This is an optimization exercise on Yosys and OpenROAD, whose aim is small area, not a production implementation. In this exercise RTL edits were held to simulation tests only and were not proved equivalent to the original. The clock port is modelled as an ideal driver, which makes a skipped or thinned clock tree look cheaper than it is; a real chip needs a root buffer or a tree.

==> module illum_rdcmd, before the edit <==
module illum_rdcmd (
    input  wire         clk,
    input  wire         rst,           
    input  wire         in_valid,
    input  wire [7:0]   in_data,
    output wire         out_valid,
    output reg  [2:0]   out_err,
    output reg  [2:0]   out_rc,        
    output wire [7:0]   out_head_bcd,  
    output wire [7:0]   out_bcc        
);
    reg [4:0] q;
    reg [6:0] head;      
    reg       hc;        
    reg       syn;
    reg       neg;       
    reg [2:0] s;
    reg       eq;
    reg [1:0] fq;
    wire       first  = (s == 3'd0) & (fq == 2'd0) & ~eq;
    wire       intp   = (s == 3'd0) ? ~fq[0] : (fq == 2'd0);
    wire       q_hi   = q[4] & q[3];             
    wire       q_zero = (q == 5'd0);
    wire       q_one  = (q == 5'd1);
    wire [4:0] q_dec  = {q[4] & (q[3] | q[2] | q[1] | q[0]),
                         q[3] ^ ~(q[2] | q[1] | q[0]),
                         q[2] ^ ~(q[1] | q[0]),
                         q[1] ^ ~q[0],
                         ~q[0]};
    wire [3:0] d      = in_data[3:0];
    wire       hi3    = (in_data[7:4] == 4'h3);
    wire       isdig  = hi3 & ~(d[3] & (d[2] | d[1]));
    wire       isdot  = (in_data == 8'h2E);
    wire       issign = (in_data == 8'h2B) || (in_data == 8'h2D);
    wire       dnz    = |d;
    wire       d9     = d[3] & d[0];
    wire       len_gt = in_data[7] | in_data[6] | in_data[5] | (in_data[4] & |in_data[3:0]);
    wire       bad_op = |in_data[7:1];
    wire [2:0] s_inc  = {s[2] | (s[1] & s[0]), s[1] ^ s[0] | (s[2] & s[1]), ~s[0] | (s[2] & s[1])};
    wire       thr9   = (s == 3'd2 && fq != 2'd3) || (s == 3'd3 && fq == 2'd1);
    reg  [7:0] au_ch;
    wire       au_ok = (in_data == au_ch);
    always @(*) begin
        case (q[1:0])
            2'd0:    au_ch = "a";
            2'd3:    au_ch = "u";
            2'd2:    au_ch = "t";
            default: au_ch = "o";
        endcase
    end
    always @(posedge clk) begin
        if (rst) begin
            q <= 5'd31;
        end else if (!in_valid) begin
            if (q_zero) q <= 5'd31;
        end else if (q_zero) begin
            q <= 5'd30;
        end else if (q_hi & ~q[1] & ~q[0]) begin
            q <= len_gt ? 5'd0 : in_data[4:0];
        end else begin
            q <= q_dec;
        end
    end
    always @(posedge clk) begin
        if (in_valid) begin
            if (q_zero | (q_hi & q[1] & q[0]))
                head <= in_data[6:0] | {in_data[7], in_data[7], 2'b00, in_data[7], 2'b00};
            if (q_hi & q[1] & ~q[0]) begin
                syn  <= bad_op;
                hc   <= in_data[0];
            end
            if (q_hi & ~q[1] & q[0]) begin
                syn  <= syn | bad_op;
                hc   <= hc ^ in_data[0];
            end
            if (q_hi & ~q[1] & ~q[0]) begin
                neg   <= len_gt | syn;
                s     <= 3'd0;
                eq    <= syn;
                fq    <= 2'd0;
            end
            if (~q_hi & ~q_zero) begin
                if (isdig) begin
                    if (intp) begin
                        if (s == 3'd0) begin
                            if (!dnz) eq <= 1'b1;
                            else begin
                                s  <= {1'b0, d[3] | d[2] | (d[1] & d[0]), ~(d[3] | d[2] | (d[1] & d[0]))};
                                eq <= (d == 4'd2);
                                fq <= 2'd0;
                            end
                        end else begin
                            s <= s_inc;
                            if (!d9) eq <= 1'b0;
                        end
                    end else begin
                        if (s == 3'd0) begin
                            if (dnz) begin s <= 3'd1; eq <= 1'b0; end
                            else eq <= 1'b1;
                        end else begin
                            fq <= {fq[1] | fq[0], fq[1] | ~fq[0]};
                            if (eq) begin
                                if (thr9) begin
                                    if (!d9) eq <= 1'b0;
                                end else if (dnz) begin
                                    s  <= s_inc;
                                    eq <= 1'b0;
                                end
                            end
                        end
                    end
                    if (neg && dnz) s <= 3'd7;
                end else if (isdot) begin
                    if (!intp) begin syn <= 1'b1; eq <= 1'b0; end
                    fq <= 2'd1;
                end else if (first && issign) begin
                    neg <= neg | in_data[2];
                    fq  <= 2'd2;
                end else begin
                    syn <= 1'b1;
                    eq  <= first & au_ok & (q == 5'd4);
                end
                if (syn) eq <= eq & (neg | au_ok);
            end
        end
    end
    function [3:0] a3(input [3:0] x);
        a3 = {x[3] | (x[2] & (x[1] | x[0])),
              (x[2] & ~x[1] & ~x[0]) | (x[3] & x[0]),
              (x[1] & (~x[2] | x[0])) | (x[3] & ~x[0]),
              (~x[3] & ~x[2] & x[0]) | (x[2] & x[1] & ~x[0]) | (x[3] & ~x[0])};
    endfunction
    wire [3:0] c1 = a3({1'b0, head[6:4]});
    wire [3:0] c2 = a3({c1[2:0], head[3]});
    wire [3:0] c3 = a3({c2[2:0], head[2]});
    wire [3:0] c4 = a3({c3[2:0], head[1]});
    wire [3:0] h_tens = {c1[3], c2[3], c3[3], c4[3]};
    wire [3:0] h_ones = {c4[2:0], head[0]};
    wire       h_big  = head[6] & head[5] & (head[4] | head[3] | head[2]);
    wire       dig    = (s != 3'd0) | eq;
    wire       is_auto = syn & eq & ~neg;
    always @(*) begin
        case (s)
            3'd3:    out_rc = 3'd2;
            3'd4:    out_rc = 3'd3;
            3'd5:    out_rc = 3'd4;
            3'd6:    out_rc = 3'd5;
            default: out_rc = 3'd1;
        endcase
        if (is_auto) out_rc = 3'd0;
        if (syn & eq & neg)             out_err = 3'd1;
        else if (first & neg)           out_err = 3'd2;
        else if (!is_auto && (syn || !dig)) out_err = 3'd3;
        else if (!is_auto && s == 3'd7) out_err = 3'd4;
        else if (h_big)                 out_err = 3'd5;
        else                            out_err = 3'd0;
    end
    assign out_valid    = q_zero;
    assign out_head_bcd = {h_tens, h_ones};
    assign out_bcc      = {{4{out_err[0]}}, h_tens ^ h_ones ^ {3'd0, hc} ^ {1'b0, out_rc}};
endmodule
export LEC_CHECK = 0
export CAP_MARGIN = 20
export CORE_MARGIN = 2
export CORE_UTILIZATION = 40
export SLEW_MARGIN = 20
create_clock -name core_clock -period 90.0 [get_ports {clk}]
standard.sh (not shown) runs the stock make flow with config.mk's settings and CLKGATE_MAP_FILE= SYNTH_SCRIPT=/design/flow/synth_recipe.tcl, a recipe that flattens the netlist after the stock synthesis.
==> flow/flow/run.sh <==
#!/bin/bash
# Own layout flow: the standard ORFS flow (standard.sh), with changes that
# only affect how small the layout comes out:
#  - synthesis is synth_recipe.tcl except for the final ABC mapping of the
#    combinational logic (flow/synth.tcl): it tries each flow/abc_*.script
#    (area-oriented scripts, most with ABC's SAT-based &deepsyn at a fixed
#    seed and a bounded number of steps) and keeps the smallest netlist.
#    Adders are left to ABC instead of being mapped to half/full-adder
#    cells. Registers are mapped before ABC, so they are the standard
#    synthesis's;
#  - every port gets the smallest buffer (buf_1);
#  - CTS adds no dummy loads, and flow/post_cts.tcl drops the root clock
#    buffer (the clock port drives the two leaf buffers) and sizes each leaf
#    buffer to the smallest clkbuf that keeps the flip-flop clock slew low.
# All make output goes to flow_make.log; ORFS keeps each step's log under
# orfs/logs.
set -euo pipefail
export OWN_WORK_DIR=$PWD
export OWN_FLOW_DIR=$PWD/flow
export OWN_CLK_SLEW=0.115
bash standard.sh SYNTH_SCRIPT=$OWN_FLOW_DIR/synth.tcl ADDER_MAP_FILE= \
  "BUFFER_PORTS_ARGS=-buffer_cell sky130_fd_sc_hd__buf_1" \
  "CTS_ARGS=-sink_clustering_enable -repair_clock_nets -dont_use_dummy_load" \
  POST_CTS_TCL=$OWN_FLOW_DIR/post_cts.tcl \
  finish > $PWD/flow_make.log 2>&1
Other scripts of this flow, unchanged in this note and not shown: flow/flow/abc_base.script, flow/flow/abc_deepsyn.template, flow/flow/post_cts.tcl, flow/flow/synth.tcl
The baseline completed without violations.
Rerun with:
--- a/flow/design.v
+++ b/flow/design.v
@@ -13,9 +13,9 @@
     reg [6:0] head;      
     reg       hc;        
-    reg       syn;
     reg       neg;       
     reg [2:0] s;
     reg       eq;
     reg [1:0] fq;
+    wire       syn    = (s == 3'd7) & fq[1];
     wire       first  = (s == 3'd0) & (fq == 2'd0) & ~eq;
     wire       intp   = (s == 3'd0) ? ~fq[0] : (fq == 2'd0);
@@ -67,16 +67,15 @@
                 head <= in_data[6:0] | {in_data[7], in_data[7], 2'b00, in_data[7], 2'b00};
             if (q_hi & q[1] & ~q[0]) begin
-                syn  <= bad_op;
+                eq   <= bad_op;
                 hc   <= in_data[0];
             end
             if (q_hi & ~q[1] & q[0]) begin
-                syn  <= syn | bad_op;
+                eq   <= eq | bad_op;
                 hc   <= hc ^ in_data[0];
             end
             if (q_hi & ~q[1] & ~q[0]) begin
-                neg   <= len_gt | syn;
-                s     <= 3'd0;
-                eq    <= syn;
-                fq    <= 2'd0;
+                neg   <= len_gt | eq;
+                s     <= eq ? 3'd7 : 3'd0;
+                fq    <= {eq, 1'b0};
             end
             if (~q_hi & ~q_zero) begin
@@ -99,5 +98,5 @@
                             else eq <= 1'b1;
                         end else begin
-                            fq <= {fq[1] | fq[0], fq[1] | ~fq[0]};
+                            if (~s[2] & s[1]) fq <= {fq[1] | fq[0], fq[1] | ~fq[0]};
                             if (eq) begin
                                 if (thr9) begin
@@ -112,11 +111,12 @@
                     if (neg && dnz) s <= 3'd7;
                 end else if (isdot) begin
-                    if (!intp) begin syn <= 1'b1; eq <= 1'b0; end
-                    fq <= 2'd1;
+                    if (!intp) begin s <= 3'd7; fq <= 2'd2; eq <= 1'b0; end
+                    else fq <= 2'd1;
                 end else if (first && issign) begin
                     neg <= neg | in_data[2];
                     fq  <= 2'd2;
                 end else begin
-                    syn <= 1'b1;
+                    s   <= 3'd7;
+                    fq  <= 2'd2;
                     eq  <= first & au_ok & (q == 5'd4);
                 end
Effect: The new run went through all stages and came out clean; design area went down by 2.2%; via count falls by 5.1%; utilization rose by 1.7 points; fmax is about the same; routed wire length is lower by 2.7%.

re-timing with driven ports:
The results above use ideal ports. As a check the final layouts listed here were re-extracted and re-timed, cells and wires unchanged. Step 1 assumes that a clkbuf_16 drives the clock port and a buf_2 every other input. Step 2 times the ports against the registers' clock, not the clock port: input delays grow and output delays shrink by t, the midpoint of the rising clock arrivals with the driver on. Slacks: no drivers / after step 1 / after step 2; pairs: no drivers / after step 1.
run | t (ns) | slack for setup (ns) | worst setup path at the end | clock arrival spread, ns
the first run | 0.182 | 69.510 / 69.478 / 69.660 | register to output | 0.026 / 0.026
the second run | 0.181 | 69.493 / 69.462 / 69.610 | input to register | 0.030 / 0.030
After both steps setup and hold are still met in every run listed.
